This is an optimization exercise on Yosys and OpenROAD, whose aim is small area and a short achievable clock period, not a production implementation.
The RTL was checked by simulation tests, not by an equivalence proof against the original design.
Power and IR drop assume default switching activity.

== job 3943 ==
==> flow/design.v (excerpt) <==
module ook_decoder (
    input  wire        clk,
    input  wire        rst,
    input  wire        edge_valid,
    input  wire        edge_level,
    input  wire [31:0] edge_ts,
    input  wire        tick,
    output wire        rec_valid,
    output wire [7:0]  rec_id,
    output wire        rec_battery_ok,
    output wire [7:0]  rec_channel,
    output wire [15:0] rec_temp,
    output wire [7:0]  rec_hum,
    output reg  [15:0] ovf_count,
    output reg  [15:0] desync_count
);
Settings: LEC_CHECK=0, CAP_MARGIN=20, CORE_MARGIN=2, CORE_UTILIZATION=60, CTS_CLUSTER_DIAMETER=100, CTS_CLUSTER_SIZE=20, SLEW_MARGIN=20; clock period 10.0 ns.
standard.sh (not shown) runs the stock make flow with config.mk's settings and CLKGATE_MAP_FILE= SYNTH_SCRIPT=/design/flow/synth_recipe.tcl, a recipe that flattens the netlist after the stock synthesis.
==> flow/flow/run.sh <==
#!/bin/bash
# The standard layout (standard.sh), with these changes:
# - synthesis leaves adders to ABC instead of mapping them to the
#   library's half/full adder cells (ADDER_MAP_FILE empty), so that the
#   timestamp window logic is built as shallow logic, and ABC maps for a
#   heavier load per gate;
# - the timing repair after placement, CTS and global routing aims for a
#   margin below the clock period;
# - the port buffers are a small plain buffer cell.
set -euo pipefail
bash standard.sh ADDER_MAP_FILE= ABC_LOAD_IN_FF=30 SETUP_SLACK_MARGIN=6 \
  "BUFFER_PORTS_ARGS=-buffer_cell sky130_fd_sc_hd__buf_2" finish > flow_standard.log 2>&1
What job 734 does differently from job 3943 at the input level:
- CORE_UTILIZATION changed from 60 to 70
==> flow/flow/run.sh <==
#!/bin/bash
# The standard layout (standard.sh), with these changes:
# - synthesis leaves adders to ABC instead of mapping them to the
#   library's half/full adder cells (ADDER_MAP_FILE empty), so that the
#   timestamp window logic is built as shallow logic;
# - the timing repair after placement, CTS and global routing aims for a
#   margin below the clock period;
# - the port buffers are a small plain buffer cell.
set -euo pipefail
bash standard.sh ADDER_MAP_FILE= SETUP_SLACK_MARGIN=6 \
  "BUFFER_PORTS_ARGS=-buffer_cell sky130_fd_sc_hd__buf_2" finish > flow_standard.log 2>&1
Notes after the runs:
- Taking job 3943 as the reference, in job 734 time the worst path needs with I/O delays and setup +0.036 ns, final standard cell area without fillers -1.1%, fraction of final layout cells with drive strength greater than 1 -0.48 points.
- Compare job 734 and job 3943 | layout net count lower: job 734
- From job 3943 to job 734 the numbers moved as follows: total stage count of the critical path decreased 1, combinational fraction of design power shrank by 0.2 points, required time at the endpoint of the critical path level, post-cts gate resize count has decreased, all-layer global routing usage higher.
- Changes observed in job 734 relative to job 3943: power lower; ratio of final minimum period to clock period went up by 0.36 points.
Input-level comparison between job 3656 and job 734:
- swapping 70 for 60 in CORE_UTILIZATION
diff --git a/flow/flow/run.sh b/flow/flow/run.sh
--- a/flow/flow/run.sh
+++ b/flow/flow/run.sh
@@ -9,3 +9,3 @@
 set -euo pipefail
-bash standard.sh ADDER_MAP_FILE= SETUP_SLACK_MARGIN=6 \
+bash standard.sh ADDER_MAP_FILE= SETUP_SLACK_MARGIN=6.5 \
   "BUFFER_PORTS_ARGS=-buffer_cell sky130_fd_sc_hd__buf_2" finish > flow_standard.log 2>&1
[summary]
- Of job 3656 and job 734, the lower overall die width belongs to job 734.
- Number of stages on the worst setup path: job 3656 vs job 734 up 1
- Taking job 734 as the reference, in job 3656 number of iterations in the first detailed-routing pass up 1, global-route usage fell 2.2 points, setup slack went up 0.045 ns, core utilization moved down, maximum frequency higher.
- Internal power consumption sits lower in job 3656 than in job 734.
- No stage failed in job 3656, and the final checks on the layout all came back clean.
- Going from job 734 to job 3656, combinational group share of total power went up; power decreased by 0.41% relative to the old numbers.
Here is what was changed in the inputs of job 7692 compared with job 3656.
diff --git a/flow/flow/run.sh b/flow/flow/run.sh
--- a/flow/flow/run.sh
+++ b/flow/flow/run.sh
@@ -9,3 +9,3 @@
 set -euo pipefail
-bash standard.sh ADDER_MAP_FILE= SETUP_SLACK_MARGIN=6.5 \
+bash standard.sh ADDER_MAP_FILE= SETUP_SLACK_MARGIN=6 \
   "BUFFER_PORTS_ARGS=-buffer_cell sky130_fd_sc_hd__buf_2" finish > flow_standard.log 2>&1
Findings:
- Looking at fraction of power consumed by the clock network, job 7692 sits 1.5 points higher than job 3656 does.
- Changes observed in job 7692 relative to job 3656: area of all placed cells without fillers now sits lower, standard cell area after detailed placement flat, final routed wirelength across all metal layers fell by about 5.3%.
- In terms of power in sequential cells, job 3656 and job 7692 differ only marginally.
- In terms of clock latency at the later pin of the worst-skew pair, job 7692 and job 3656 differ only marginally.
- For the number of non-filler instances in the completed layout, job 7692 came in 22 lower than job 3656 did.
- Job 7692 vs job 3656, global-route usage went down by 1.4 points.
- Going from job 3656 to job 7692, the count of clock-buffer cells in the layout was found to have gone up by about 7%.
- Job 7692: final critical path time including I/O delays and setup 0.0058 ns below job 3656
- There was hardly any difference in final period utilization between job 7692 and job 3656.


Setup of the previous run:
Another version of the RTL of ook_decoder (not shown whole).
Size in the first run: ~1,500 cells after synthesis, about 19,000 um2 of cells after synthesis.
Settings: LEC_CHECK=0, CAP_MARGIN=20, CORE_MARGIN=2, CORE_UTILIZATION=60, CTS_CLUSTER_DIAMETER=100, CTS_CLUSTER_SIZE=20, SLEW_MARGIN=20; clock period 10.0 ns.
==> flow/flow/run.sh <==
#!/bin/bash
# The standard layout (standard.sh), with these changes:
# - synthesis leaves adders to ABC instead of mapping them to the
#   library's half/full adder cells (ADDER_MAP_FILE empty), so that the
#   timestamp window logic is built as shallow logic;
# - the timing repair after placement, CTS and global routing aims for a
#   margin below the clock period;
# - the port buffers are a small plain buffer cell.
set -euo pipefail
bash standard.sh ADDER_MAP_FILE= SETUP_SLACK_MARGIN=5.5 \
  "BUFFER_PORTS_ARGS=-buffer_cell sky130_fd_sc_hd__buf_2" finish > flow_standard.log 2>&1
The previous run completed every stage of the flow, and the final layout passed the timing, DRC and antenna checks.
Input changes introduced in the current run (baseline for comparison: the previous run):
Settings: SYNTH_HIERARCHICAL newly set to 1.
--- a/flow/flow/run.sh
+++ b/flow/flow/run.sh
@@ -10 +10 @@
-bash standard.sh ADDER_MAP_FILE= SETUP_SLACK_MARGIN=5.5 \
+bash standard.sh ADDER_MAP_FILE= SETUP_SLACK_MARGIN=6 \
==> comparison <==
- Against the previous run as the reference, the current run delivers a higher global-route wire length before repair.
- From the previous run to the current run the numbers moved as follows: final clock period utilization by the worst path has increased; path length in cells of the critical path has increased.


Starting RTL as in the previous note.
export LEC_CHECK = 0
export CAP_MARGIN = 20
export CORE_MARGIN = 2
export CORE_UTILIZATION = 60
export CTS_CLUSTER_DIAMETER = 100
export CTS_CLUSTER_SIZE = 20
export SLEW_MARGIN = 20
create_clock -name core_clock -period 10.0 [get_ports {clk}]
==> flow/flow/run.sh <==
#!/bin/bash
# The standard layout (standard.sh), with these changes:
# - synthesis leaves adders to ABC instead of mapping them to the
#   library's half/full adder cells (ADDER_MAP_FILE empty), and does not
#   use the slow 3- and 4-input OR/AND/majority and 2111 cells, so that the
#   timestamp window logic is built as shallow logic;
# - the timing repair after placement, CTS and global routing aims for a
#   margin below the clock period;
# - the port buffers are a small plain buffer cell.
set -euo pipefail
# the platform's don't-use list, plus the slow cells
DU=$(make -s -C "$FLOW_HOME" DESIGN_CONFIG="$PWD/config.mk" WORK_HOME="$PWD/orfs" print-DONT_USE_CELLS | sed -n 's/^DONT_USE_CELLS: //p')
LIB="$FLOW_HOME/platforms/sky130hd/lib/sky130_fd_sc_hd__tt_025C_1v80.lib"
EXTRA=$(grep -oE 'cell \("?sky130_fd_sc_hd__(or3|or3b|or4|or4b|or4bb|and4|and4b|and4bb|a2111o|a2111oi|o2111a|o2111ai|maj3)_[0-9]+' "$LIB" | sed -E 's/cell \("?//' | tr '\n' ' ')
[ -n "$DU" ] || { echo "no platform dont-use list" >&2; exit 1; }
echo "DONT_USE_CELLS=$DU $EXTRA" > flow_dont_use.log
bash standard.sh ADDER_MAP_FILE= SETUP_SLACK_MARGIN=6 "DONT_USE_CELLS=$DU $EXTRA" \
  "BUFFER_PORTS_ARGS=-buffer_cell sky130_fd_sc_hd__buf_2" finish > flow_standard.log 2>&1
The baseline went through all stages and came out clean.
Rerun with:
==> flow/flow/run.sh (replaced) <==
#!/bin/bash
# The standard layout (standard.sh), with these changes:
# - synthesis leaves adders to ABC instead of mapping them to the
#   library's half/full adder cells (ADDER_MAP_FILE empty), so that the
#   timestamp window logic is built as shallow logic;
# - the timing repair after placement, CTS and global routing aims for a
#   margin below the clock period;
# - the port buffers are a small plain buffer cell.
set -euo pipefail
bash standard.sh ADDER_MAP_FILE= SETUP_SLACK_MARGIN=6 \
  "BUFFER_PORTS_ARGS=-buffer_cell sky130_fd_sc_hd__buf_2" finish > flow_standard.log 2>&1
What happened:
- design area is lower by 0.98%
- global-route usage stays flat
- clock power is about the same
- synthesized area falls by 1.2%
- routed wire length decreases by 1.7%
- total power is lower by 0.87%
- die area is lower by 1.2%
- synthesized cell count is lower by 1.5%
- maximum frequency is lower by 1.7%
- register-to-register slack gets better by 0.13 ns

## separate check: timing with driven ports
The results above use ideal ports. As a check the final layouts listed here were re-extracted and re-timed, cells and wires unchanged. Step 1: set_driving_cell puts a clkbuf_16 on clk and a buf_2 on each other input, an assumption about the parent block. Step 2 moves the port delays by t, midway between the first and last clock arrival at a register: inputs arrive t later, outputs are due t later. That takes back most of the time a late clock gives input paths. a / b / c = ideal ports / drivers / drivers and shift; a / b = the first two.
| run | shift t [ns] | slack for setup (ns) | hold slack, ns | latest minus earliest clock arrival (ns) | pins driven straight from the clock port |
|---|---|---|---|---|---|
| job 3943 | 0.606 | 5.784 / 5.801 / 5.195 | 0.353 / 0.353 / 0.353 | 0.018 / 0.018 | 1 |
| job 734 | 0.603 | 5.748 / 5.746 / 5.143 | 0.360 / 0.360 / 0.360 | 0.034 / 0.034 | 1 |
| job 3656 | 0.599 | 5.793 / 5.785 / 5.186 | 0.350 / 0.350 / 0.350 | 0.025 / 0.025 | 1 |
| job 7692 | 0.600 | 5.799 / 5.813 / 5.213 | 0.350 / 0.350 / 0.350 | 0.020 / 0.020 | 1 |
| the previous run | 0.589 | 5.570 / 5.572 / 4.983 | 0.383 / 0.383 / 0.383 | 0.032 / 0.031 | 1 |
| the current run | 0.597 | 5.301 / 5.312 / 4.716 | 0.346 / 0.346 / 0.346 | 0.014 / 0.015 | 1 |
| the first run of note 3 | 0.595 | 5.726 / 5.729 / 5.134 | 0.366 / 0.366 / 0.366 | 0.013 / 0.013 | 1 |
| the second run of note 3 | 0.581 | 5.651 / 5.653 / 5.072 | 0.356 / 0.356 / 0.356 | 0.014 / 0.014 | 1 |
After both steps every run listed still meets setup and hold. For job 3656, which loses most, drivers alone change the setup slack by -0.008 ns; drivers and shift together by -0.607 ns.
